This design comes from an exercise in tuning for a short achievable clock period and few clock cycles on the open sky130 flow, not from production work.
In this exercise RTL edits were held to simulation tests only and were not proved equivalent to the original.
Power and IR drop assume default switching activity.

### constraint.sdc
create_clock -name core_clock -period 10.0 [get_ports {clk}]
set_input_delay 2.0000 -clock core_clock [delete_from_list [all_inputs] [get_ports {clk}]]
set_output_delay 2.0000 -clock core_clock [all_outputs]
set_load 0.01 [all_outputs]
### config.mk
export PLATFORM = sky130hd
export DESIGN_NAME = procsi_core
export DESIGN_NICKNAME = procsi_core
export VERILOG_FILES = /design/flow/design.v
export SDC_FILE = /design/flow/constraint.sdc
export NUM_CORES = 4
export LEC_CHECK = 0
export CAP_MARGIN = 20
export CORE_MARGIN = 2
export CORE_UTILIZATION = 40
export PLACE_DENSITY = 0.6
export SLEW_MARGIN = 20
### run.sh
#!/bin/bash
# synth_recipe.tcl (not shown) runs the flow's synth.tcl, then flattens the netlist and writes it again
# the make line also repeats each setting of config.mk as NAME=value (left out here)
make -C /OpenROAD-flow-scripts/flow DESIGN_CONFIG=/design/flow/config.mk WORK_HOME=/design/flow/orfs CLKGATE_MAP_FILE= SYNTH_SCRIPT=/design/flow/synth_recipe.tcl finish
### design.v
module procsi_core (
    input  wire        clk,
    input  wire        rst,         
    output reg         mem_req,
    output reg         mem_we,
    output reg  [7:0]  mem_addr,
    output reg  [15:0] mem_wdata,
    input  wire [15:0] mem_rdata,
    output wire        halted,
    output wire        faulted,
    input  wire [3:0]  dbg_sel,
    output reg  [15:0] dbg_data
);
    localparam [16:0] MEMSIZE = 17'd256;
    localparam [1:0] RUN_READY   = 2'd0;
    localparam [1:0] RUN_HALTED  = 2'd1;
    localparam [1:0] RUN_FAULTED = 2'd2;
    localparam [3:0] F_INVALID_OPCODE = 4'd1;
    localparam [3:0] F_INVALID_MODE   = 4'd2;
    localparam [3:0] F_ILLEGAL_MODE   = 4'd3;
    localparam [3:0] F_MEM_RANGE      = 4'd4;
    localparam [3:0] F_STACK_OVER     = 4'd6;
    localparam [3:0] F_STACK_UNDER    = 4'd7;
    localparam [5:0] OP_LOAD  = 6'd0,  OP_STORE = 6'd1,  OP_ADD  = 6'd2,
                     OP_SUB   = 6'd3,  OP_AND   = 6'd4,  OP_OR   = 6'd5,
                     OP_SHL   = 6'd6,  OP_SHR   = 6'd7,  OP_JMP  = 6'd8,
                     OP_JEQ   = 6'd9,  OP_CALL  = 6'd10, OP_RET  = 6'd11,
                     OP_PUSH  = 6'd12, OP_POP   = 6'd13, OP_MOV  = 6'd14,
                     OP_HALT  = 6'd15;
    localparam [1:0] K_REG = 2'd0, K_IMM = 2'd1, K_DIR = 2'd2, K_IND = 2'd3;
    localparam [4:0] S_FETCH    = 5'd0,
                     S_DECODE   = 5'd1,
                     S_DST      = 5'd2,
                     S_DST_ADDR = 5'd3,
                     S_SRC      = 5'd4,
                     S_SRC_IMM  = 5'd5,
                     S_SRC_ADDR = 5'd6,
                     S_SRC_VAL  = 5'd7,
                     S_OPND     = 5'd8,
                     S_DVAL     = 5'd9,
                     S_EXEC     = 5'd10,
                     S_POP_WB   = 5'd11,
                     S_CALL     = 5'd12,
                     S_RET      = 5'd13,
                     S_RET_WB   = 5'd14,
                     S_STOP     = 5'd15;
    reg [15:0] x [0:7];
    reg [15:0] pc, sp, sr;
    reg [1:0]  run;
    reg        halt_reason;       
    reg [3:0]  fault_code;
    reg [15:0] fault_pc, fault_word;
    reg [4:0]  state;
    reg [15:0] ir;                
    reg [15:0] p;                 
    reg [7:0]  daddr;             
    reg [15:0] sv;                
    reg [15:0] dv;                
    reg [2:0]  cnt;               
    assign halted  = (run == RUN_HALTED);
    assign faulted = (run == RUN_FAULTED);
    function [7:0] legal_modes(input [5:0] op);
        case (op)
            OP_LOAD:  legal_modes = 8'h0E;
            OP_STORE: legal_modes = 8'hF0;
            OP_ADD, OP_SUB, OP_AND, OP_OR,
            OP_SHL, OP_SHR, OP_MOV:
                      legal_modes = 8'hFF;
            OP_JMP, OP_JEQ, OP_CALL, OP_PUSH:
                      legal_modes = 8'h0F;
            OP_RET:   legal_modes = 8'h01;
            OP_POP:   legal_modes = 8'hA1;
            default:  legal_modes = 8'h00;
        endcase
    endfunction
    function has_dest(input [5:0] op);
        has_dest = (op <= OP_SHR) || op == OP_POP || op == OP_MOV;
    endfunction
    function has_source(input [5:0] op);
        has_source = (op <= OP_CALL) || op == OP_PUSH || op == OP_MOV;
    endfunction
    function [1:0] dest_kind(input [2:0] m);
        if (!m[2])       dest_kind = K_REG;
        else if (!m[1])  dest_kind = K_DIR;
        else             dest_kind = K_IND;
    endfunction
    function [1:0] src_kind(input [2:0] m);
        if (!m[2])       src_kind = m[1:0];           
        else if (m[0])   src_kind = K_REG;
        else             src_kind = K_IMM;
    endfunction
    wire [5:0] op   = ir[5:0];
    wire [2:0] mode = ir[8:6];        
    wire [2:0] rs   = ir[12:10];
    wire [2:0] rd   = ir[15:13];
    wire [1:0] dk   = dest_kind(mode);
    wire [1:0] sk   = src_kind(mode);
    wire [5:0] f_op   = mem_rdata[5:0];
    wire [3:0] f_mode = mem_rdata[9:6];
    wire [7:0] f_legal = legal_modes(f_op);
    reg [15:0] alu_out;
    always @(*) begin
        case (op)
            OP_ADD:  alu_out = dv + sv;
            OP_SUB:  alu_out = dv - sv;
            OP_AND:  alu_out = dv & sv;
            OP_OR:   alu_out = dv | sv;
            OP_SHL:  alu_out = (sv < 16'd16) ? (dv << sv[3:0]) : 16'd0;
            OP_SHR:  alu_out = (sv < 16'd16) ? (dv >> sv[3:0]) : 16'd0;
            default: alu_out = sv;                      
        endcase
    end
    wire alu_sets_sr = (op >= OP_ADD && op <= OP_SHR) || op == OP_MOV;
    wire alu_reads_dv = (op >= OP_ADD && op <= OP_SHR);
    wire [16:0] next_pc = {1'b0, p} + 17'd1;
    wire [16:0] sp17 = {1'b0, sp};
    always @(*) begin
        case (dbg_sel)
            4'd0, 4'd1, 4'd2, 4'd3,
            4'd4, 4'd5, 4'd6, 4'd7: dbg_data = x[dbg_sel[2:0]];
            4'd8:  dbg_data = pc;
            4'd9:  dbg_data = sp;
            4'd10: dbg_data = sr;
            4'd11: dbg_data = {12'd0, fault_code};
            4'd12: dbg_data = fault_pc;
            4'd13: dbg_data = fault_word;
            4'd14: dbg_data = {13'd0, (run == RUN_HALTED) & halt_reason, run};
            default: dbg_data = 16'd0;
        endcase
    end
    task automatic raise(input [3:0] code);
        begin
            run_n        = RUN_FAULTED;
            fault_code_n = code;
            fault_pc_n   = pc;
            fault_word_n = ir;
            state_n      = S_STOP;
        end
    endtask
    task automatic advance(input [16:0] npc);
        begin
            pc_n = npc[15:0];
            if (npc >= MEMSIZE) begin
                run_n         = RUN_HALTED;
                halt_reason_n = 1'b1;
                state_n       = S_STOP;
            end else begin
                state_n = S_FETCH;
            end
        end
    endtask
    reg [15:0] x_n [0:7];
    reg [15:0] pc_n, sp_n, sr_n;
    reg [1:0]  run_n;
    reg        halt_reason_n;
    reg [3:0]  fault_code_n;
    reg [15:0] fault_pc_n, fault_word_n;
    reg [4:0]  state_n;
    reg [15:0] ir_n, p_n, sv_n, dv_n;
    reg [7:0]  daddr_n;
    reg [2:0]  cnt_n;
    integer i;
    always @(posedge clk) begin
        if (rst) begin
            for (i = 0; i < 8; i = i + 1)
                x[i] <= 16'd0;
            pc          <= 16'd0;
            sp          <= 16'd255;
            sr          <= 16'd0;
            run         <= RUN_READY;
            halt_reason <= 1'b0;
            fault_code  <= 4'd0;
            fault_pc    <= 16'd0;
            fault_word  <= 16'd0;
            state       <= S_FETCH;
            ir          <= 16'd0;
            p           <= 16'd0;
            daddr       <= 8'd0;
            sv          <= 16'd0;
            dv          <= 16'd0;
            cnt         <= 3'd0;
        end else begin
            for (i = 0; i < 8; i = i + 1)
                x[i] <= x_n[i];
            pc          <= pc_n;
            sp          <= sp_n;
            sr          <= sr_n;
            run         <= run_n;
            halt_reason <= halt_reason_n;
            fault_code  <= fault_code_n;
            fault_pc    <= fault_pc_n;
            fault_word  <= fault_word_n;
            state       <= state_n;
            ir          <= ir_n;
            p           <= p_n;
            daddr       <= daddr_n;
            sv          <= sv_n;
            dv          <= dv_n;
            cnt         <= cnt_n;
        end
    end
    always @(*) begin
        for (i = 0; i < 8; i = i + 1)
            x_n[i] = x[i];
        pc_n          = pc;
        sp_n          = sp;
        sr_n          = sr;
        run_n         = run;
        halt_reason_n = halt_reason;
        fault_code_n  = fault_code;
        fault_pc_n    = fault_pc;
        fault_word_n  = fault_word;
        state_n = state;
        ir_n          = ir;
        p_n = p;
        daddr_n       = daddr;
        sv_n          = sv;
        dv_n          = dv;
        cnt_n         = cnt;
        mem_req  = 1'b0;
        mem_we    = 1'b0;
        mem_addr = 8'd0;
        mem_wdata = 16'd0;
        case (state)
            S_FETCH: begin
                p_n = pc;
                if ({1'b0, pc} >= MEMSIZE) begin
                    run_n         = RUN_HALTED;
                    halt_reason_n = 1'b1;
                    state_n = S_STOP;
                end else begin
                    mem_req  = 1'b1;
                    mem_addr = pc[7:0];
                    state_n = S_DECODE;
                end
            end
            S_DECODE: begin
                ir_n = mem_rdata;
                if (f_op == OP_HALT) begin
                    run_n         = RUN_HALTED;
                    halt_reason_n = 1'b0;
                    state_n = S_STOP;
                end else if (f_op > OP_HALT) begin
                    run_n        = RUN_FAULTED;
                    fault_code_n = F_INVALID_OPCODE;
                    fault_pc_n   = pc;
                    fault_word_n = mem_rdata;
                    state_n = S_STOP;
                end else if (f_mode[3]) begin
                    run_n        = RUN_FAULTED;
                    fault_code_n = F_INVALID_MODE;
                    fault_pc_n   = pc;
                    fault_word_n = mem_rdata;
                    state_n = S_STOP;
                end else if (!f_legal[f_mode[2:0]]) begin
                    run_n        = RUN_FAULTED;
                    fault_code_n = F_ILLEGAL_MODE;
                    fault_pc_n   = pc;
                    fault_word_n = mem_rdata;
                    state_n = S_STOP;
                end else begin
                    state_n = S_DST;
                end
            end
            S_DST: begin
                if (has_dest(op) && dk == K_DIR) begin
                    if ({1'b0, p} + 17'd1 >= MEMSIZE) begin
                        raise(F_MEM_RANGE);
                    end else begin
                        p_n = p + 16'd1;
                        mem_req  = 1'b1;
                        mem_addr = p[7:0] + 8'd1;
                        state_n = S_DST_ADDR;
                    end
                end else if (has_dest(op) && dk == K_IND) begin
                    if ({1'b0, x[rd]} >= MEMSIZE)
                        raise(F_MEM_RANGE);
                    else begin
                        daddr_n = x[rd][7:0];
                        state_n = S_SRC;
                    end
                end else begin
                    state_n = S_SRC;
                end
            end
            S_DST_ADDR: begin
                if ({1'b0, mem_rdata} >= MEMSIZE)
                    raise(F_MEM_RANGE);
                else begin
                    daddr_n = mem_rdata[7:0];
                    state_n = S_SRC;
                end
            end
            S_SRC: begin
                if (!has_source(op)) begin
                    state_n = S_OPND;
                end else begin
                    case (sk)
                        K_REG: begin
                            sv_n    = x[rs];
                            state_n = S_OPND;
                        end
                        K_IMM, K_DIR: begin
                            if ({1'b0, p} + 17'd1 >= MEMSIZE)
                                raise(F_MEM_RANGE);
                            else begin
                                p_n = p + 16'd1;
                                mem_req  = 1'b1;
                                mem_addr = p[7:0] + 8'd1;
                                state_n = (sk == K_IMM) ? S_SRC_IMM : S_SRC_ADDR;
                            end
                        end
                        default: begin  
                            if ({1'b0, x[rs]} >= MEMSIZE)
                                raise(F_MEM_RANGE);
                            else begin
                                mem_req  = 1'b1;
                                mem_addr = x[rs][7:0];
                                state_n = S_SRC_VAL;
                            end
                        end
                    endcase
                end
            end
            S_SRC_IMM: begin
                sv_n    = mem_rdata;
                state_n = S_OPND;
            end
            S_SRC_ADDR: begin
                if ({1'b0, mem_rdata} >= MEMSIZE)
                    raise(F_MEM_RANGE);
                else begin
                    mem_req  = 1'b1;
                    mem_addr = mem_rdata[7:0];
                    state_n = S_SRC_VAL;
                end
            end
            S_SRC_VAL: begin
                sv_n    = mem_rdata;
                state_n = S_OPND;
            end
            S_OPND: begin
                if (alu_reads_dv && dk != K_REG) begin
                    mem_req  = 1'b1;
                    mem_addr = daddr;
                    state_n = S_DVAL;
                end else begin
                    dv_n    = x[rd];
                    state_n = S_EXEC;
                end
            end
            S_DVAL: begin
                dv_n    = mem_rdata;
                state_n = S_EXEC;
            end
            S_EXEC: begin
                case (op)
                    OP_LOAD, OP_STORE, OP_MOV,
                    OP_ADD, OP_SUB, OP_AND, OP_OR, OP_SHL, OP_SHR: begin
                        if (dk == K_REG)
                            x_n[rd] = alu_out;
                        else begin
                            mem_req  = 1'b1;
                            mem_we    = 1'b1;
                            mem_addr = daddr;
                            mem_wdata = alu_out;
                        end
                        if (alu_sets_sr)
                            sr_n = alu_out;
                        advance(next_pc);
                    end
                    OP_JMP: begin
                        if ({1'b0, sv} >= MEMSIZE)
                            raise(F_MEM_RANGE);
                        else
                            advance({1'b0, sv});
                    end
                    OP_JEQ: begin
                        if (sr != 16'd0)
                            advance(next_pc);
                        else if ({1'b0, sv} >= MEMSIZE)
                            raise(F_MEM_RANGE);
                        else
                            advance({1'b0, sv});
                    end
                    OP_PUSH: begin
                        if (sp == 16'd0 || sp17 > MEMSIZE)
                            raise(F_STACK_OVER);
                        else if (sp17 == MEMSIZE)
                            raise(F_MEM_RANGE);
                        else begin
                            mem_req  = 1'b1;
                            mem_we    = 1'b1;
                            mem_addr = sp[7:0];
                            mem_wdata = sv;
                            sp_n        = sp - 16'd1;
                            advance(next_pc);
                        end
                    end
                    OP_POP: begin
                        if (sp17 + 17'd1 >= MEMSIZE)
                            raise(F_STACK_UNDER);
                        else begin
                            mem_req  = 1'b1;
                            mem_addr = sp[7:0] + 8'd1;
                            sp_n       = sp + 16'd1;
                            state_n = S_POP_WB;
                        end
                    end
                    OP_CALL: begin
                        if (sp17 > MEMSIZE || sp17 < 17'd5)
                            raise(F_STACK_OVER);
                        else if (sp17 == MEMSIZE)
                            raise(F_MEM_RANGE);
                        else if ({1'b0, sv} >= MEMSIZE)
                            raise(F_MEM_RANGE);
                        else begin
                            mem_req  = 1'b1;
                            mem_we    = 1'b1;
                            mem_addr = sp[7:0];
                            mem_wdata = p;
                            sp_n        = sp - 16'd1;
                            cnt_n       = 3'd4;
                            state_n = S_CALL;
                        end
                    end
                    OP_RET: begin
                        if (sp17 + 17'd5 >= MEMSIZE)
                            raise(F_STACK_UNDER);
                        else begin
                            mem_req  = 1'b1;
                            mem_addr = sp[7:0] + 8'd1;
                            sp_n       = sp + 16'd1;
                            cnt_n      = 3'd7;
                            state_n = S_RET;
                        end
                    end
                    default: state_n = S_STOP;    
                endcase
            end
            S_POP_WB: begin
                if (dk == K_REG)
                    x_n[rd] = mem_rdata;
                else begin
                    mem_req  = 1'b1;
                    mem_we    = 1'b1;
                    mem_addr = daddr;
                    mem_wdata = mem_rdata;
                end
                advance(next_pc);
            end
            S_CALL: begin
                mem_req  = 1'b1;
                mem_we    = 1'b1;
                mem_addr = sp[7:0];
                mem_wdata = x[cnt];
                sp_n        = sp - 16'd1;
                if (cnt == 3'd7)
                    advance({1'b0, sv});
                else
                    cnt_n = cnt + 3'd1;
            end
            S_RET: begin
                x_n[cnt]   = mem_rdata;
                mem_req  = 1'b1;
                mem_addr = sp[7:0] + 8'd1;
                sp_n       = sp + 16'd1;
                if (cnt == 3'd4)
                    state_n = S_RET_WB;
                else
                    cnt_n = cnt - 3'd1;
            end
            S_RET_WB: begin
                advance({1'b0, mem_rdata} + 17'd1);
            end
            default: begin  
                state_n = S_STOP;
            end
        endcase
    end
endmodule
==> out/results.ini, run 1 <==
[yosys]
synth_fp_nets = 3282
async_reset_ff_frac = 0
yosysUniqueCellTypes = 107
synth_top_area_share = 0.244
synth_area_leaders = dfxtp_1 24%, nor2_1 6.0%, mux2i_1 5.7%
syn_area_per_cell_um2 = 7.48
yosysTopAreaCell = dfxtp_1
syn_area_um2 = 24100
ys_seq_area_frac = 0.244
yosys_most_used_dff = dfxtp_1
synth-edff-count = 0
yosys_warnings = 3
synth_seq_cells = 294
postSynthCellCount = 3220

[sta]
max_freq_ghz = 0.122
fin_skew_ns = 0.0393
rsz0062_at_grt = false
finalSetupTns_ns = 0
finalMaxSlewViolations = 0
worst_slew_pin_slew_ns = 1.34
maxSlewHeadroom = 0.108
hold_viol_final = 0
whs_ns = 0.472
fin_crit_ns = 8.21
fin_crit_sh = 0.821
setup_viol = 0

[finish]
largest_register_ffs = 128
layout.nets = 3168
seqCellArea_um2 = 5890
layout-area-overhead-vs-synth_pct = 9.66
nFillCells = 6092
drive_gt1_frac = 0.0958
top_register = x
multi_input_area_um2 = 16700
layout_commonest_cell = nor2_1
design_area_um2 = 26400
final_cell_mix = 383 x nor2_1, 340 x nand2_1, 288 x dfxtp_1

[worst_setup_path]
critPathMostFrequentCell = o21ai_0
critPathLaunchType = register
worstPathArrival_ns = 6.21
crit_required_ns = 8.00
path_max_fanout = 17
critPathMaxStageDelay_ns = 0.83
crit_chain = nand2_1, nor3_1, nor2_1, xnor2_1, ha_1, o21ai_0, a21boi_0, o21ai_0, a21oi_1, o211a_1, a211o_2, a222oi_1, o21ai_0, clkdlybuf4s50_1
crit_type = register to primary output
r2r_setup_slack_ns = 4.55
endpoint_kind = primary output
critPathSlowestCell = dfxtp_1

[routing]
antenna_left = 0
vias_per_cell = 7.07
dr.pass1.iters = 11
avgRoutedWirePerCell_um = 31.8
drt_iter0_markers = 4682
drc_errors = 0
wl_mm = 124
vias = 27600

[floorplan]
io_pins = 66
start_util = 0.407
die_y_um = 249
die_w_um = 249
die_area_um2 = 62200
core-area_um2 = 59200
fp-row-count = 89

[global_route]
overflow = 0
grt_max_degree = 94
first_global_vias = 25400
grt_usage = 0.385
antenna_found_initial = 4
grt_pass1_wl_mm = 179

[clocking]
cts_hold_repair.buffers = 0
cts_tree = yes
clock_sinks = 294
post-cts-setup-buffer-count = 0
cts_root_buf = clkbuf_16
cts.clk_slew.worst_paths_ns = 0.06
cts_buffer_depth = 3
numCtsBuffers = 37
cts_resized = 0
clock_latency_ns = 0.62
cts_max_level = 2

[placed_design]
gp_congestion = 1.04
placement.io_buffers = 65
post-dp-hpwl_mm = 89.3
placed_area_um2 = 25100

[worst_hold_path]
hp-class = register to register

[job]
cap_violations = 0

[outcome]
outcome = no timing/DRC/antenna violations

[power_and_ir_drop]
power_density_nw_per_um2 = 252
leakage_nw = 8.74
ir_drop_uv = 128

==> synthesized netlist by cell type (25+ instances only) <==
master	number
a22o_1	45
buf_2	55
nor3_1	70
a22oi_1	98
o22ai_1	27
a31oi_1	25
ha_1	39
xor2_1	28
nor2b_1	44
nand2b_1	28
mux4_2	34
a222oi_1	43
clkbuf_1	208
nand3_1	72
o211ai_1	33
a21oi_1	234
nand2_1	340
xnor2_1	37
o21ai_0	205
and3_1	29
a211oi_1	107
inv_1	68
mux2i_1	136
or3_1	26
nor2_1	383
dfxtp_1	294
a221oi_1	74
mux2_2	28
==> kinds of logic (layout without fill, tap and decap cells) <==
group,after synthesis,count (layout),share of synthesized area
buffers and inverters,378,290,0.0667
other,0,2,0
AOI/OAI and AO/OA,1120,1120,0.325
and+or+nand+nor,1123,1123,0.217
muxes,199,199,0.102
adders and majority gates,40,40,0.0211
DFF,294,294,0.244
xor gates and xnor gates,66,66,0.0243
==> routing by layer <==
layer,GRT usage,vias up,share of wire
met3,0.123,471,0.14
met4,0.227,2,0.069
met1,0.497,13200,0.38
met5,0,-,0.000072
met2,0.559,2137,0.41
li1,-,11800,-
==> power by group <==
part           switching, W  internal [W]  total [W]  leakage [nW]
combinational       0.00249       0.00111    0.00360          5.73
clock              0.000609      0.000844    0.00145         0.631
sequential         0.000287       0.00133    0.00161          2.38
total               0.00339       0.00328    0.00666          8.74
==> through the flow <==
step,util,cells,power (W),worst slack [ns]
floorplan,-,3220,0.00379,4.14
global placement,0.424,3840,0.00502,2.14
detailed placement,0.424,3840,0.00504,2.07
CTS,0.446,3905,0.00649,2.06
global route,0.446,3905,0.00690,1.70
finish,0.446,3907,0.00666,1.79
==> path summary, 6_finish.rpt <==
check,to,cells past startpoint,start
max,mem_wdata[15],14,ir[0]$_SDFFE_PP0P_
min,fault_code[3]$_SDFFE_PP0P_,1,fault_code[3]$_SDFFE_PP0P_
max reg2reg,x[3][9]$_SDFFE_PP0P_,12,ir[0]$_SDFFE_PP0P_
min reg2reg,fault_code[3]$_SDFFE_PP0P_,1,fault_code[3]$_SDFFE_PP0P_
==> critical path: cells and delay by family (launching register included) <==
family          cells  cell delay [ns]
fa+ha+maj           1             0.33
compound gates      8             2.44
buf+inv             1             0.69
xor+xnor            1             0.17
flops               1             0.83
simple gates        3             1.14
==> area by class of cell <==
class | instances | area share
inverters | 72 | 0.0102
flip-flops and latches | 294 | 0.223
clock inverters | 13 | 0.00720
multi-input cells | 2548 | 0.632
well taps | 773 | 0.0366
diodes | 2 | 0.000189
repair buffers | 153 | 0.0491
clock buffers | 52 | 0.0413
Testbench counts, summed over its fixed seeds: cycles 310,933.
==> inputs of run 2 (changes only) <==
--- a/config.mk
+++ b/config.mk
@@ -5,8 +5,11 @@
 export SDC_FILE = /design/flow/constraint.sdc
 export NUM_CORES = 4
 export LEC_CHECK = 0
+export ABC_CLOCK_PERIOD_IN_PS = 4000
 export CAP_MARGIN = 20
 export CORE_MARGIN = 2
 export CORE_UTILIZATION = 40
 export PLACE_DENSITY = 0.6
+export SETUP_SLACK_MARGIN = 4.0
 export SLEW_MARGIN = 20
+export TNS_END_PERCENT = 100
==> out/results.ini, run 2 <==
[sta]
max_freq_ghz = 0.149
fin_crit_sh = 0.673
hold_viol_final = 0
finalMaxSlewViolations = 0
fin_skew_ns = 0.0458
maxSlewHeadroom = 0.0894
worst_slew_pin_slew_ns = 1.35
setup_viol = 0
fin_crit_ns = 6.73
finalSetupTns_ns = 0
rsz0062_at_grt = true

[job]
cap_violations = 0

[global_route]
grt_max_degree = 94
antenna_found_initial = 6
overflow = 0
first_global_vias = 26200
grt_pass1_wl_mm = 184
grt_usage = 0.394

[worst_setup_path]
critPathMostFrequentCell = buf_4
r2r-start = ir[4]$_SDFFE_PP0P_
critPathLaunchType = register
r2r_setup_slack_ns = 3.27
crit_required_ns = 10.47
worstPathArrival_ns = 7.20
critPathMaxStageDelay_ns = 0.45
critPathSlowestCell = or3_4
critPathBufInv = 27
reg2regPathDepth = 41
path_max_fanout = 6
r2r_end = sr[9]$_SDFFE_PP0P_
critPathTopFamily = buffers and inverters
crit_type = register to register
endpoint_kind = register

[routing]
dr.pass1.iters = 11
wl_mm = 128
met2_length_mm = 52.1
antenna_left = 0
wl_met1_mm = 47.5
drc_errors = 0
vias = 28300
vias_per_cell = 7.07
wl_met3_mm = 18.2
top_layer_used = met5
avgRoutedWirePerCell_um = 31.9
drt_iter0_markers = 4827

[power_and_ir_drop]
power_density_nw_per_um2 = 257
ir_drop_uv = 135
leakage_nw = 9.75

[finish]
nFillCells = 5975
layout_commonest_cell = nor2_1
top_register = x
layout.nets = 3268
largest_register_ffs = 128
layout-area-overhead-vs-synth_pct = 16.6
final_cell_mix = 373 x nor2_1, 336 x nand2_1, 282 x dfxtp_1
final_util = 0.474
drive_gt1_frac = 0.167

[worst_hold_path]
hp-class = register to register
min_from = fault_code[3]$_SDFFE_PP0P_
min_path_cells = 1
hold_path_end = fault_code[3]$_SDFFE_PP0P_

[floorplan]
start_util = 0.407
die_w_um = 249
die_area_um2 = 62200
io_pins = 66
core-area_um2 = 59200
die_y_um = 249
fp-row-count = 89

[yosys]
yosys_most_used_dff = dfxtp_1
ys_seq_area_frac = 0.244
synth_top_area_share = 0.244
synth_seq_cells = 294
synth_fp_nets = 3282
synth_common_cells = 383 x nor2_1, 340 x nand2_1, 294 x dfxtp_1
synth-edff-count = 0
synth.most_common_cell = nor2_1
async_reset_ff_frac = 0
yosysTopAreaCell = dfxtp_1
yosysUniqueCellTypes = 107
synth_area_leaders = dfxtp_1 24%, nor2_1 6.0%, mux2i_1 5.7%
postSynthCellCount = 3220
syn_area_um2 = 24100
yosys_warnings = 3
syn_area_per_cell_um2 = 7.48

[clocking]
cts_root_buf = clkbuf_16
cts_max_level = 2
numCtsBuffers = 37
clock_sinks = 294
cts_buffer_depth = 3
cts.clk_slew.worst_paths_ns = 0.08
clock_latency_ns = 0.62
cts_tree = yes
cts_hold_repair.buffers = 0

[placed_design]
gp_congestion = 1.04
placement.io_buffers = 65
post-dp-hpwl_mm = 89.3

[outcome]
outcome = no timing/DRC/antenna violations

run 2: changes by cell type in the layout (fill, tap and decap cells not counted), moves of 10 or more:
| cell | delta |
|---|---|
| buf_6 | +25 |
| nor2_1 | -10 |
| o21ai_0 | -35 |
| buf_4 | +63 |
| o21ai_1 | +27 |
| a221oi_2 | +11 |
| buf_2 | +19 |
| clkdlybuf4s50_1 | -42 |
| a221oi_1 | -11 |
run 2: layout make-up:
class	instances	area, um^2	share of cell area
Antenna cell	1	2.50	0.0000891
Clock buffer	52	1090	0.0389
Clock inverter	13	190	0.00677
Inverter	72	289	0.0103
Multi-Input combinational cell	2549	17400	0.619
Sequential cell	294	5910	0.211
Tap cell	773	967	0.0344
Timing Repair Buffer	251	2230	0.0794
Timing Repair inverter	1	7.51	0.000267
run 2: worst max-delay path by stage:
stage | cells past startpoint | from | end | slack (ns)
after floorplan | 8 | mem_rdata[8] | mem_addr[4] | 4.14
final | 41 | ir[4]$_SDFFE_PP0P_ | sr[9]$_SDFFE_PP0P_ | 3.27
after global placement | 10 | mem_rdata[10] | mem_addr[1] | 2.14
after global routing | 41 | ir[3]$_SDFFE_PP0P_ | sr[9]$_SDFFE_PP0P_ | 3.14
after detailed placement | 10 | mem_rdata[10] | mem_addr[1] | 2.07
after CTS | 16 | ir[4]$_SDFFE_PP0P_ | mem_wdata[9] | 3.39
run 2: through the flow:
step	power, W	cells	instance area [um^2]	hold slack [ns]	setup WS [ns]
final	0.00722	4006	28100	0.475	3.27
after global routing	0.00744	4005	28100	0.486	3.14
after CTS	0.00684	3984	27600	0.468	3.39
after detailed placement	0.00504	3840	25100	0.453	2.07
after global placement	0.00502	3840	25100	0.443	2.14
after floorplan	0.00379	3220	24100	0.431	4.14
run 2: power breakdown:
group / switching, W / internal (W) / leakage, nW
sequential: 0.000291 / 0.00133 / 2.39
combinational: 0.00271 / 0.00143 / 6.73
clock: 0.000615 / 0.000844 / 0.631
run 2: timing repair:
action,in CTS,in global routing
pin swaps,63,48
setup endpoints to repair,42,37
gates cloned,5,0
gates resized for setup,283,74
buffers inserted,74,21
run 2: metal layers:
layer,vias up,global-route usage
li1,12100,-
met1,13400,0.507
met2,2278,0.576
met3,573,0.124
met4,4,0.233
met5,-,0
run 2: logic make-up (layout without fill, tap and decap cells):
kind of cell    Yosys count  count (layout)  synth area share
fa+ha+maj                40              40            0.0211
flops                   294             294             0.244
xor+xnor                 66              66            0.0243
simple gates           1123            1124             0.217
buf+inv                 378             389            0.0667
mux                     199             199             0.102
compound gates         1120            1120             0.325
other cells               0               1                 0
==> inputs of run 3 (changes only) <==
--- a/design.v
+++ b/design.v
@@ -160,6 +160,7 @@
     reg [7:0]  daddr_n;
     reg [2:0]  cnt_n;
     integer i;
+    reg go_src, go_opnd;
     always @(posedge clk) begin
         if (rst) begin
             for (i = 0; i < 8; i = i + 1)
@@ -221,6 +222,82 @@
         mem_we    = 1'b0;
         mem_addr = 8'd0;
         mem_wdata = 16'd0;
+        go_src  = 1'b0;
+        go_opnd = 1'b0;
+        if (state == S_DST) begin
+            if (has_dest(op) && dk == K_DIR) begin
+                if ({1'b0, p} + 17'd1 >= MEMSIZE) begin
+                    raise(F_MEM_RANGE);
+                end else begin
+                    p_n = p + 16'd1;
+                    mem_req  = 1'b1;
+                    mem_addr = p[7:0] + 8'd1;
+                    state_n = S_DST_ADDR;
+                end
+            end else if (has_dest(op) && dk == K_IND) begin
+                if ({1'b0, x[rd]} >= MEMSIZE)
+                    raise(F_MEM_RANGE);
+                else begin
+                    daddr_n = x[rd][7:0];
+                    go_src  = 1'b1;
+                end
+            end else begin
+                go_src = 1'b1;
+            end
+        end
+        if (state == S_DST_ADDR) begin
+            if ({1'b0, mem_rdata} >= MEMSIZE)
+                raise(F_MEM_RANGE);
+            else begin
+                daddr_n = mem_rdata[7:0];
+                go_src  = 1'b1;
+            end
+        end
+        if (state == S_SRC || go_src) begin
+            if (!has_source(op)) begin
+                go_opnd = 1'b1;
+            end else begin
+                case (sk)
+                    K_REG: begin
+                        sv_n    = x[rs];
+                        go_opnd = 1'b1;
+                    end
+                    K_IMM, K_DIR: begin
+                        if ({1'b0, p} + 17'd1 >= MEMSIZE)
+                            raise(F_MEM_RANGE);
+                        else begin
+                            p_n = p + 16'd1;
+                            mem_req  = 1'b1;
+                            mem_addr = p[7:0] + 8'd1;
+                            state_n = (sk == K_IMM) ? S_SRC_IMM : S_SRC_ADDR;
+                        end
+                    end
+                    default: begin  
+                        if ({1'b0, x[rs]} >= MEMSIZE)
+                            raise(F_MEM_RANGE);
+                        else begin
+                            mem_req  = 1'b1;
+                            mem_addr = x[rs][7:0];
+                            state_n = S_SRC_VAL;
+                        end
+                    end
+                endcase
+            end
+        end
+        if (state == S_SRC_IMM || state == S_SRC_VAL) begin
+            sv_n    = mem_rdata;
+            go_opnd = 1'b1;
+        end
+        if (state == S_OPND || go_opnd) begin
+            if (alu_reads_dv && dk != K_REG) begin
+                mem_req  = 1'b1;
+                mem_addr = daddr_n;
+                state_n = S_DVAL;
+            end else begin
+                dv_n    = x[rd];
+                state_n = S_EXEC;
+            end
+        end
         case (state)
             S_FETCH: begin
                 p_n = pc;
@@ -262,69 +339,7 @@
                     state_n = S_DST;
                 end
             end
-            S_DST: begin
-                if (has_dest(op) && dk == K_DIR) begin
-                    if ({1'b0, p} + 17'd1 >= MEMSIZE) begin
-                        raise(F_MEM_RANGE);
-                    end else begin
-                        p_n = p + 16'd1;
-                        mem_req  = 1'b1;
-                        mem_addr = p[7:0] + 8'd1;
-                        state_n = S_DST_ADDR;
-                    end
-                end else if (has_dest(op) && dk == K_IND) begin
-                    if ({1'b0, x[rd]} >= MEMSIZE)
-                        raise(F_MEM_RANGE);
-                    else begin
-                        daddr_n = x[rd][7:0];
-                        state_n = S_SRC;
-                    end
-                end else begin
-                    state_n = S_SRC;
-                end
-            end
-            S_DST_ADDR: begin
-                if ({1'b0, mem_rdata} >= MEMSIZE)
-                    raise(F_MEM_RANGE);
-                else begin
-                    daddr_n = mem_rdata[7:0];
-                    state_n = S_SRC;
-                end
-            end
-            S_SRC: begin
-                if (!has_source(op)) begin
-                    state_n = S_OPND;
-                end else begin
-                    case (sk)
-                        K_REG: begin
-                            sv_n    = x[rs];
-                            state_n = S_OPND;
-                        end
-                        K_IMM, K_DIR: begin
-                            if ({1'b0, p} + 17'd1 >= MEMSIZE)
-                                raise(F_MEM_RANGE);
-                            else begin
-                                p_n = p + 16'd1;
-                                mem_req  = 1'b1;
-                                mem_addr = p[7:0] + 8'd1;
-                                state_n = (sk == K_IMM) ? S_SRC_IMM : S_SRC_ADDR;
-                            end
-                        end
-                        default: begin  
-                            if ({1'b0, x[rs]} >= MEMSIZE)
-                                raise(F_MEM_RANGE);
-                            else begin
-                                mem_req  = 1'b1;
-                                mem_addr = x[rs][7:0];
-                                state_n = S_SRC_VAL;
-                            end
-                        end
-                    endcase
-                end
-            end
-            S_SRC_IMM: begin
-                sv_n    = mem_rdata;
-                state_n = S_OPND;
+            S_DST, S_DST_ADDR, S_SRC, S_SRC_IMM, S_SRC_VAL, S_OPND: begin
             end
             S_SRC_ADDR: begin
                 if ({1'b0, mem_rdata} >= MEMSIZE)
@@ -335,20 +350,6 @@
                     state_n = S_SRC_VAL;
                 end
             end
-            S_SRC_VAL: begin
-                sv_n    = mem_rdata;
-                state_n = S_OPND;
-            end
-            S_OPND: begin
-                if (alu_reads_dv && dk != K_REG) begin
-                    mem_req  = 1'b1;
-                    mem_addr = daddr;
-                    state_n = S_DVAL;
-                end else begin
-                    dv_n    = x[rd];
-                    state_n = S_EXEC;
-                end
-            end
             S_DVAL: begin
                 dv_n    = mem_rdata;
                 state_n = S_EXEC;
==> out/results.ini, run 3 <==
[outcome]
outcome = no timing/DRC/antenna violations

[sta]
rsz0062_at_grt = true
max_freq_ghz = 0.159
setup_viol = 0
worst_slew_pin_slew_ns = 1.16
fin_skew_ns = 0.0275
fin_crit_ns = 6.27
maxSlewHeadroom = 0.226
fin_crit_sh = 0.627
finalSetupTns_ns = 0
finalMaxSlewViolations = 0
hold_viol_final = 0

[routing]
antenna_left = 0
drt_iter0_markers = 5880
vias = 29900
avgRoutedWirePerCell_um = 31.7
dr.pass1.iters = 9
vias_per_cell = 6.97
wl_mm = 136
drc_errors = 0

[floorplan]
fp-row-count = 91
die_y_um = 253
start_util = 0.404
core-area_um2 = 61600
die_w_um = 253
io_pins = 66
die_area_um2 = 64200

[clocking]
cts.clk_slew.worst_paths_ns = 0.06
clock_latency_ns = 0.61
cts_buffer_depth = 3
cts_max_level = 2
clock_sinks = 295
cts_hold_repair.buffers = 0
cts_root_buf = clkbuf_16
numCtsBuffers = 39
cts_tree = yes

[power_and_ir_drop]
switching_share = 0.369
power.internal_w = 0.00258
power.switching_w = 0.00151
power_frac_comb = 0.296
pwr-share-seq = 0.321
clkPwrFrac = 0.383
leakage_nw = 10.7
power_density_nw_per_um2 = 133
ir_drop_uv = 122

[finish]
layout.nets = 3485
layout_commonest_cell = nor2_1
stdcell_count = 4291
drive_gt1_frac = 0.210
final_cell_mix = 392 x nor2_1, 314 x nand2_1, 274 x a21oi_1
largest_register_ffs = 128
top_register = x
layout-area-overhead-vs-synth_pct = 23.7

[worst_setup_path]
crit_path_start = ir[13]$_SDFFE_PP0P_
crit_type = register to primary output
r2r-start = ir[13]$_SDFFE_PP0P_
critPathLaunchType = register
critPathBufInv = 2
path_max_fanout = 27
endpoint_kind = primary output
crit_chain = buf_12, mux2_1, o2bb2ai_1, o22ai_2, o2111ai_4, or3_4, a21o_4, o31ai_4, a221oi_2, a21o_1, o211ai_1, buf_2
critPathTopFamily = compound AO/OA/AOI/OAI gates
worstPathArrival_ns = 4.27
critPathSlowestCell = or3_4
crit_required_ns = 8.00
critPathMaxStageDelay_ns = 0.51

[yosys]
yosysTopAreaCell = dfxtp_1
synth.most_common_cell = nor2_1
ys_seq_area_frac = 0.237
synth_common_cells = 411 x nor2_1, 320 x nand2_1, 295 x dfxtp_1
synth_area_leaders = dfxtp_1 24%, mux2i_1 6.9%, nor2_1 6.2%
async_reset_ff_frac = 0
syn_area_per_cell_um2 = 7.37
syn_area_um2 = 24900
postSynthCellCount = 3375
yosys_warnings = 3
synth_top_area_share = 0.237
synth_seq_cells = 295
synth_fp_nets = 3439
synth-edff-count = 0
yosys_most_used_dff = dfxtp_1
yosysUniqueCellTypes = 95

[global_route]
grt_usage = 0.407
grt_pass1_wl_mm = 192
first_global_vias = 26400
antenna_found_initial = 8
overflow = 0
grt_max_degree = 128

[placed_design]
dp.cells = 4071
placement.io_buffers = 65
post-dp-hpwl_mm = 93.0
gp_congestion = 1.04

[job]
cap_violations = 0

[worst_hold_path]
min_from = halt_reason$_SDFFE_PP0P_
hp-class = register to register

==> run 3: kinds of logic after synthesis <==
family          count (synthesis)  share of synthesized area
simple gates                 1181                      0.219
compound gates               1148                      0.314
buf+inv                       383                     0.0618
flops                         295                      0.237
mux                           252                      0.120
xor+xnor                       73                     0.0257
fa+ha+maj                      42                     0.0214
other cells                     1                   0.000151
==> run 3: final timing paths <==
kind | endpoint | slack [ns] | depth (start not counted)
worst min register to register | halt_reason$_SDFFE_PP0P_ | 0.47 | 2
worst max-delay path | mem_addr[5] | 3.73 | 12
worst min-delay path | halt_reason$_SDFFE_PP0P_ | 0.47 | 2
worst max register to register | fault_code[2]$_SDFF_PP0_ | 5.19 | 13
==> run 3: worst reg2reg max path, cell delays in order (launching register included) <==
cell and delay, ns:
dfxtp_2 0.42, buf_12 0.22, mux2_1 0.35, o2bb2ai_1 0.16, o22ai_2 0.37, o2111ai_4 0.31
or3_4 0.52, a21oi_4 0.20, buf_4 0.13, buf_4 0.11, nand3_1 0.78, a211oi_1 0.67
a2bb2oi_1 0.33, nor2_1 0.08
==> run 3: repair_timing <==
item / in CTS / in global routing
pin swaps: 71 / 56
setup endpoints to repair: 42 / 34
buffers inserted: 76 / 57
resized for setup: 440 / 82
gates cloned: 11 / 2
==> run 3: per-layer routing <==
layer  vias up  share of wire  track usage
li1      12800              -            -
met1     14200           0.38        0.532
met2      2400           0.40        0.567
met3       563           0.14        0.128
met4         8          0.080        0.276
met5         -        0.00040            0
==> run 3: area by class of cell <==
type / instances / area [um^2]
Timing Repair Buffer: 319 / 2980
Timing Repair inverter: 1 / 5.00
Antenna cell: 4 / 10.0
Multi-Input combinational cell: 2699 / 19100
Clock buffer: 52 / 1110
Sequential cell: 295 / 6000
Tap cell: 837 / 1050
Fill cell: 6005 / 30800
Inverter: 66 / 280
Clock inverter: 18 / 285
==> run 3: power groups by stage <==
stage                     logic [W]  registers [W]  clock network (W)
after CTS                   0.00108        0.00131            0.00157
after floorplan            0.000622        0.00127                  0
final                       0.00121        0.00131            0.00157
after global placement     0.000917        0.00133                  0
after global routing        0.00125        0.00131            0.00162
after detailed placement   0.000913        0.00133                  0
==> run 3: per-stage QoR <==
| stage | hold WS (ns) | total power, W | area [um^2] | setup WS [ns] | util |
|---|---|---|---|---|---|
| 2_1_floorplan | 0.447 | 0.00189 | 24900 | 4.02 | - |
| 3_3_place_gp | 0.464 | 0.00225 | 26300 | 1.99 | 0.427 |
| 3_5_place_dp | 0.466 | 0.00224 | 26300 | 2.02 | 0.427 |
| 4_1_cts | 0.473 | 0.00396 | 29900 | 3.81 | 0.486 |
| 5_1_grt | 0.491 | 0.00418 | 30800 | 3.72 | 0.499 |
| 6_report | 0.472 | 0.00409 | 30800 | 3.73 | 0.500 |
Testbench counts of run 3, summed over its fixed seeds: cycles 227,655.
==> inputs of run 4 (changes only) <==
--- a/design.v
+++ b/design.v
@@ -137,6 +137,18 @@
             state_n      = S_STOP;
         end
     endtask
+    task automatic advance_nf(input [16:0] npc);
+        begin
+            pc_n = npc[15:0];
+            if (npc >= MEMSIZE) begin
+                run_n         = RUN_HALTED;
+                halt_reason_n = 1'b1;
+                state_n       = S_STOP;
+            end else begin
+                state_n = S_FETCH;
+            end
+        end
+    endtask
     task automatic advance(input [16:0] npc);
         begin
             pc_n = npc[15:0];
@@ -144,6 +156,11 @@
                 run_n         = RUN_HALTED;
                 halt_reason_n = 1'b1;
                 state_n       = S_STOP;
+            end else if (!mem_req) begin
+                p_n      = npc[15:0];
+                mem_req  = 1'b1;
+                mem_addr = npc[7:0];
+                state_n  = S_DECODE;
             end else begin
                 state_n = S_FETCH;
             end
@@ -472,7 +489,7 @@
                     cnt_n = cnt - 3'd1;
             end
             S_RET_WB: begin
-                advance({1'b0, mem_rdata} + 17'd1);
+                advance_nf({1'b0, mem_rdata} + 17'd1);
             end
             default: begin  
                 state_n = S_STOP;
==> out/results.ini, run 4 <==
[routing]
drc_errors = 0
avgRoutedWirePerCell_um = 32.0
wl_mm = 143
vias = 31300
antenna_left = 0
dr.pass1.iters = 9
drt_iter0_markers = 5466
vias_per_cell = 7.01

[finish]
seqCellArea_um2 = 5950
diodes = 0
layout_commonest_cell = nand2_1
final_util = 0.493
nFillCells = 6281
drive_gt1_frac = 0.199
final_cell_mix = 432 x nand2_1, 378 x nor2_1, 323 x a21oi_1
top_register = x
multi_input_area_um2 = 19400
layout.nets = 3647
layout-area-overhead-vs-synth_pct = 21.9
stdcell_count = 4460
largest_register_ffs = 128

[yosys]
synth_top_area_share = 0.232
synth_top_family_by_area = compound AO/OA/AOI/OAI gates
synth-simple-area-share = 0.230
yosys_most_used_dff = dfxtp_1
synth.most_common_cell = nand2_1
synth_fp_nets = 3593
yosysUniqueCellTypes = 117
synth_area_leaders = dfxtp_1 23%, a21oi_1 6.8%, mux2i_1 6.8%
synth_mux_area_frac = 0.0924
yosysTopAreaCell = dfxtp_1
async_reset_ff_frac = 0
syn_area_um2 = 25500
synth_seq_cells = 295
syn_area_per_cell_um2 = 7.21
synthAdderAreaFrac = 0.0261
yosys_warnings = 3
synth_common_cells = 444 x nand2_1, 400 x nor2_1, 346 x a21oi_1
ys_seq_area_frac = 0.232
synth_xor_xnor_area_share = 0.0296
synth-compound-area-share = 0.329
synth-edff-count = 0
postSynthCellCount = 3529

[sta]
setup_viol = 0
max_freq_ghz = 0.148
fin_crit_sh = 0.675
finalMaxSlewViolations = 0
fin_crit_ns = 6.75
finalSetupTns_ns = 0
worst_slew_pin_slew_ns = 1.40
hold_viol_final = 0
rsz0062_at_grt = true
fin_skew_ns = 0.0317
maxSlewHeadroom = 0.0650

[worst_setup_path]
critPathLaunchType = register
crit_type = register to primary output
crit_path_start = ir[2]$_SDFFE_PP0P_
crit_required_ns = 8.00
endpoint_kind = primary output
r2r-start = ir[4]$_SDFFE_PP0P_
path_max_fanout = 18
worstPathArrival_ns = 4.75

[clocking]
cts_root_buf = clkbuf_16
cts_buffer_depth = 3
clock_sinks = 295
cts_tree = yes
cts.clk_slew.worst_paths_ns = 0.06
numCtsBuffers = 39
clock_latency_ns = 0.61
cts_max_level = 2

[placed_design]
post-dp-hpwl_mm = 98.2
gp_congestion = 1.05
placement.io_buffers = 65
dp.cells = 4235

[power_and_ir_drop]
power_density_nw_per_um2 = 142
ir_drop_uv = 115
leakage_nw = 10.8
totalPowerFinal_w = 0.00440

[job]
cap_violations = 0

[global_route]
overflow = 0
first_global_vias = 28100
grt_usage = 0.411
grt_max_degree = 92
antenna_found_initial = 4
grt_pass1_wl_mm = 202

[floorplan]
io_pins = 66
die_area_um2 = 65700
start_util = 0.404
die_y_um = 256
fp-row-count = 92
die_w_um = 256
core-area_um2 = 63000

[worst_hold_path]
hp-class = register to register
min_from = ir[8]$_SDFFE_PP0P_

[outcome]
outcome = no timing/DRC/antenna violations

-- run 4: cell count changes after synthesis, moves of 16 or more --
cell	delta
a211oi_1	-20
a21oi_1	+53
a221oi_1	+22
a22o_1	-18
mux2_2	-22
mux4_2	-16
nand2_1	+124
nand4_1	-29
o211ai_1	+24
o21ai_0	+31
o21ai_1	-20
o22ai_1	+18
-- run 4: stage by stage --
stage          setup slack, ns  hold slack, ns  area (um^2)
5_1_grt                   3.25           0.483        31000
4_1_cts                   3.33           0.458        30200
3_5_place_dp              1.84           0.449        26800
6_report                  3.25           0.461        31000
2_1_floorplan             3.96           0.452        25600
3_3_place_gp              1.84           0.446        26800
-- run 4: cells by family (layout without fill, tap and decap cells) --
| logic type | Yosys count | count (layout) |
|---|---|---|
| AOI/OAI and AO/OA | 1231 | 1231 |
| xor gates and xnor gates | 86 | 86 |
| adders and majority gates | 55 | 55 |
| buffers and inverters | 381 | 466 |
| DFF | 295 | 295 |
| muxes | 212 | 212 |
| other | 1 | 1 |
| and+or+nand+nor | 1268 | 1268 |
-- run 4: report_power, final --
group,leakage [nW],total [W],switching [W],internal [W]
Combinational,7.73,0.00156,0.000985,0.000579
Clock,0.659,0.00153,0.000626,0.000899
Sequential,2.39,0.00131,0.0000982,0.00122
Total,10.8,0.00440,0.00171,0.00269
-- run 4: final cells by class --
cell class | instances | area share
Timing Repair Buffer | 327 | 0.0947
Timing Repair inverter | 2 | 0.000403
Multi-Input combinational cell | 2853 | 0.626
Clock buffer | 58 | 0.0366
Sequential cell | 295 | 0.192
Tap cell | 846 | 0.0341
Inverter | 65 | 0.00887
Clock inverter | 14 | 0.00726
-- run 4: worst paths after layout --
kind                           endpoint  slack (ns)  cells past startpoint
hold / removal       ir[8]$_SDFFE_PP0P_        0.46                      2
setup reg to reg  x[2][14]$_SDFFE_PP0P_        5.24                     21
setup / recovery            mem_addr[2]        3.25                     16
hold reg to reg      ir[8]$_SDFFE_PP0P_        0.46                      2
-- run 4: worst max-delay path, stage by stage (launching register included) --
cell	delay, ns
dfxtp_1	0.43
buf_4	0.38
nand2b_1	0.34
nor3_1	0.53
o21ai_1	0.26
a22oi_2	0.36
o31ai_4	0.10
a21oi_4	0.30
buf_6	0.17
nand4_4	0.13
buf_6	0.16
buf_6	0.11
nor3_4	0.19
a211oi_2	0.07
o211a_1	0.19
a221oi_4	0.23
buf_2	0.18
-- run 4: routing by layer --
| metal | global-route usage | share of wire |
|---|---|---|
| met4 | 0.254 | 0.083 |
| met1 | 0.511 | 0.37 |
| met3 | 0.153 | 0.14 |
| met5 | 0 | 0.00018 |
| met2 | 0.600 | 0.41 |
-- run 4: what timing repair did --
action	4_1_cts	5_1_grt
hold buffers	0	0
setup buffers	111	36
gates resized for setup	406	125
cloned	6	0
pin swaps	104	87
setup endpoints to repair	45	33
Testbench counts of run 4, summed over its fixed seeds: cycles 200,563.
==> inputs of run 5 (changes only) <==
--- a/design.v
+++ b/design.v
@@ -177,7 +177,7 @@
     reg [7:0]  daddr_n;
     reg [2:0]  cnt_n;
     integer i;
-    reg go_src, go_opnd;
+    reg go_src, go_opnd, pf_avail;
     always @(posedge clk) begin
         if (rst) begin
             for (i = 0; i < 8; i = i + 1)
@@ -241,15 +241,17 @@
         mem_wdata = 16'd0;
         go_src  = 1'b0;
         go_opnd = 1'b0;
+        pf_avail = (state == S_DST) && !(has_dest(op) && dk == K_DIR);
         if (state == S_DST) begin
             if (has_dest(op) && dk == K_DIR) begin
                 if ({1'b0, p} + 17'd1 >= MEMSIZE) begin
                     raise(F_MEM_RANGE);
+                end else if ({1'b0, mem_rdata} >= MEMSIZE) begin
+                    raise(F_MEM_RANGE);
                 end else begin
-                    p_n = p + 16'd1;
-                    mem_req  = 1'b1;
-                    mem_addr = p[7:0] + 8'd1;
-                    state_n = S_DST_ADDR;
+                    p_n     = p + 16'd1;
+                    daddr_n = mem_rdata[7:0];
+                    go_src  = 1'b1;
                 end
             end else if (has_dest(op) && dk == K_IND) begin
                 if ({1'b0, x[rd]} >= MEMSIZE)
@@ -280,12 +282,24 @@
                         go_opnd = 1'b1;
                     end
                     K_IMM, K_DIR: begin
-                        if ({1'b0, p} + 17'd1 >= MEMSIZE)
+                        if ({1'b0, p_n} + 17'd1 >= MEMSIZE)
                             raise(F_MEM_RANGE);
-                        else begin
-                            p_n = p + 16'd1;
+                        else if (pf_avail) begin
+                            p_n = p_n + 16'd1;
+                            if (sk == K_IMM) begin
+                                sv_n    = mem_rdata;
+                                go_opnd = 1'b1;
+                            end else if ({1'b0, mem_rdata} >= MEMSIZE) begin
+                                raise(F_MEM_RANGE);
+                            end else begin
+                                mem_req  = 1'b1;
+                                mem_addr = mem_rdata[7:0];
+                                state_n  = S_SRC_VAL;
+                            end
+                        end else begin
                             mem_req  = 1'b1;
-                            mem_addr = p[7:0] + 8'd1;
+                            mem_addr = p_n[7:0] + 8'd1;
+                            p_n      = p_n + 16'd1;
                             state_n = (sk == K_IMM) ? S_SRC_IMM : S_SRC_ADDR;
                         end
                     end
@@ -330,6 +344,10 @@
             end
             S_DECODE: begin
                 ir_n = mem_rdata;
+                if ({1'b0, p} + 17'd1 < MEMSIZE) begin
+                    mem_req  = 1'b1;
+                    mem_addr = p[7:0] + 8'd1;
+                end
                 if (f_op == OP_HALT) begin
                     run_n         = RUN_HALTED;
                     halt_reason_n = 1'b0;
==> out/results.ini, run 5 <==
[clocking]
cts_tree = yes
cts_buffer_depth = 3
clock_sinks = 295
cts_hold_repair.buffers = 0
clock_latency_ns = 0.64
cts_root_buf = clkbuf_16
cts_max_level = 2
numCtsBuffers = 40
cts.clk_slew.worst_paths_ns = 0.06

[yosys]
synth.most_common_cell = nor2_1
synth_top_area_share = 0.221
synth-edff-count = 0
synth_seq_cells = 295
synth_area_leaders = dfxtp_1 22%, a21oi_1 6.8%, nor2_1 6.7%
ys_seq_area_frac = 0.221
postSynthCellCount = 3827
synth_fp_nets = 3891
yosys_warnings = 3
syn_area_um2 = 26700
yosysTopAreaCell = dfxtp_1
synth_common_cells = 473 x nor2_1, 468 x nand2_1, 360 x a21oi_1
yosysUniqueCellTypes = 101
yosys_most_used_dff = dfxtp_1
async_reset_ff_frac = 0
syn_area_per_cell_um2 = 6.97

[finish]
multi_input_area_um2 = 20600
design_area_um2 = 32200
layout_commonest_cell = nand2_1
final_cell_mix = 456 x nand2_1, 452 x nor2_1, 329 x a21oi_1
top_register = x
seqCellArea_um2 = 5940
layout.nets = 3909
layout-area-overhead-vs-synth_pct = 20.8
stdcell_count = 4751
largest_register_ffs = 128
nFillCells = 6670
drive_gt1_frac = 0.188
final_util = 0.489

[placed_design]
placed_area_um2 = 28200
dp.cells = 4516
gp_congestion = 1.06
post-dp-hpwl_mm = 106
placement.io_buffers = 65

[sta]
fin_crit_ns = 8.33
fin_skew_ns = 0.0593
finalSetupTns_ns = 0
hold_viol_final = 0
fin_crit_sh = 0.833
max_freq_ghz = 0.120
maxSlewHeadroom = 0.179
setup_viol = 0
worst_slew_pin_slew_ns = 1.23
finalMaxSlewViolations = 0
rsz0062_at_grt = true

[floorplan]
die_w_um = 262
start_util = 0.405
fp-row-count = 94
core-area_um2 = 65900
io_pins = 66
die_y_um = 262
die_area_um2 = 68800

[outcome]
outcome = no timing/DRC/antenna violations

[routing]
avgRoutedWirePerCell_um = 32.4
drc_errors = 0
antenna_left = 0
drt_iter0_markers = 6339
dr.pass1.iters = 9
vias_per_cell = 7.15
vias = 34000
wl_mm = 154

[global_route]
met1_usage = 0.533
gr-usage-met3 = 0.195
top_usage_layer = met2
overflow = 0
antenna_found_initial = 16
first_global_vias = 30500
grt_usage = 0.424
grt_pass1_wl_mm = 219
use_met2 = 0.578
grt_max_degree = 169

[job]
cap_violations = 0

[worst_setup_path]
critPathSlowestCell = or4_4
critPathTopFamily = simple AND/OR/NAND/NOR gates
endpoint_kind = primary output
crit_type = input pin to primary output
path_max_fanout = 4
critPathMaxStageDelay_ns = 0.55
crit_required_ns = 8.00
critPathBufInv = 4
critPathLaunchType = input pin
crit_chain = buf_8, or4_4, nor3_4, nand3_4, xnor2_4, ha_4, nand3_4, nor3_4, and4_1, o21a_1, o311ai_4, buf_6, or4b_4, a211oi_4, buf_4, a22oi_2, a31oi_1, nor4_2, a211oi_2, buf_2
worstPathArrival_ns = 6.33

[worst_hold_path]
hp-class = register to register

[power_and_ir_drop]
ir_drop_uv = 126
leakage_nw = 11.2
power_density_nw_per_um2 = 132

[run 5: stage by stage]
stage	worst slack [ns]	power, W	hold slack [ns]
floorplan	1.80	0.00196	0.429
finish	1.67	0.00426	0.453
global route	1.55	0.00435	0.468
global placement	0.700	0.00234	0.438
detailed placement	0.613	0.00234	0.443
CTS	1.77	0.00409	0.451
[run 5: area by class of cell]
| class | instances | share of cell area |
|---|---|---|
| antenna | 11 | 0.000854 |
| clock buffer | 51 | 0.0345 |
| clock inverter | 22 | 0.00916 |
| inverter | 72 | 0.00873 |
| multi-input combinational | 3096 | 0.639 |
| sequential | 295 | 0.184 |
| tap | 864 | 0.0335 |
| timing repair buffer | 340 | 0.0902 |
[run 5: power breakdown]
part | internal [W] | leakage [nW] | switching, W
combinational | 0.000520 | 8.13 | 0.000879
sequential | 0.00121 | 2.39 | 0.0000912
clock | 0.000904 | 0.677 | 0.000651
[run 5: worst paths after layout]
kind	from	endpoint	slack, ns	cells after the start
max reg2reg	ir[14]$_SDFFE_PP0P_	fault_word[13]$_SDFF_PP0_	3.92	14
max	mem_rdata[8]	mem_addr[2]	1.67	20
min	fault_pc[6]$_SDFF_PP0_	fault_pc[6]$_SDFF_PP0_	0.45	2
min reg2reg	fault_pc[6]$_SDFF_PP0_	fault_pc[6]$_SDFF_PP0_	0.45	2
[run 5: worst register-to-register path, stage by stage, from the launching register on]
cell,delay [ns]
dfxtp_2,0.64
buf_4,0.40
inv_1,0.31
a221oi_1,0.34
o21ai_0,0.21
a221oi_1,0.99
a21o_1,0.45
o211ai_1,0.15
buf_4,0.33
o21ai_0,0.54
a311o_1,0.58
nand2_1,0.34
a22o_1,0.31
a221oi_1,0.25
nor2_1,0.07
[run 5: per-layer routing]
metal | share of wire | wire length [um]
met1 | 0.37 | 57100
met2 | 0.38 | 59200
met3 | 0.16 | 24500
met4 | 0.084 | 12900
met5 | 0.00038 | 59
[run 5: timing repair]
action	4_1_cts	5_1_grt
setup endpoints to repair	124	88
gates resized for setup	392	101
gates cloned	5	0
setup buffers	118	26
endpoints found under the hold margin	0	0
pin swaps	109	83
[run 5: logic make-up (layout without fill, tap and decap cells)]
family,Yosys count,count (layout),synth area share
AO/OA/AOI/OAI,1336,1336,0.333
XOR/XNOR,85,85,0.0279
flip-flops,295,295,0.221
adder cells (fa/ha/maj),55,55,0.0248
buffers and inverters,437,485,0.0635
other,1,12,0.000140
AND/OR/NAND/NOR,1428,1429,0.246
multiplexers,190,190,0.0839
Testbench counts of run 5, summed over its fixed seeds: cycles 173,506.

-- what the ideal ports hide --
Ports are ideal in the flow. The routed layouts listed here were re-timed in OpenROAD.
Step 1 assumes that a clkbuf_16 drives the clock port and a buf_2 every other input.
Step 2, shift: input delay + t, output delay - t, t = (earliest + latest rising clock arrival at the registers) / 2. This alone moves slack from input paths to output paths.
a / b / c = ideal ports / drivers / drivers and shift; a / b = the first two.
| run | t, ns | setup WS [ns] | worst slew at a driven data input, ns |
|---|---|---|---|
| run 1 | 0.658 | 1.790 / 1.729 / 1.863 | 0.04 |
| run 2 | 0.659 | 3.272 / 3.213 / 3.272 | 0.06 |
| run 3 | 0.664 | 3.730 / 3.662 / 3.614 | 0.10 |
| run 4 | 0.658 | 3.249 / 3.158 / 3.158 | 0.16 |
| run 5 | 0.672 | 1.673 / 1.629 / 1.629 | 0.06 |
After both steps every run listed still meets setup and hold. The setup slack of run 3, which loses most, moves by -0.068 ns with the drivers and by -0.116 ns with both steps.
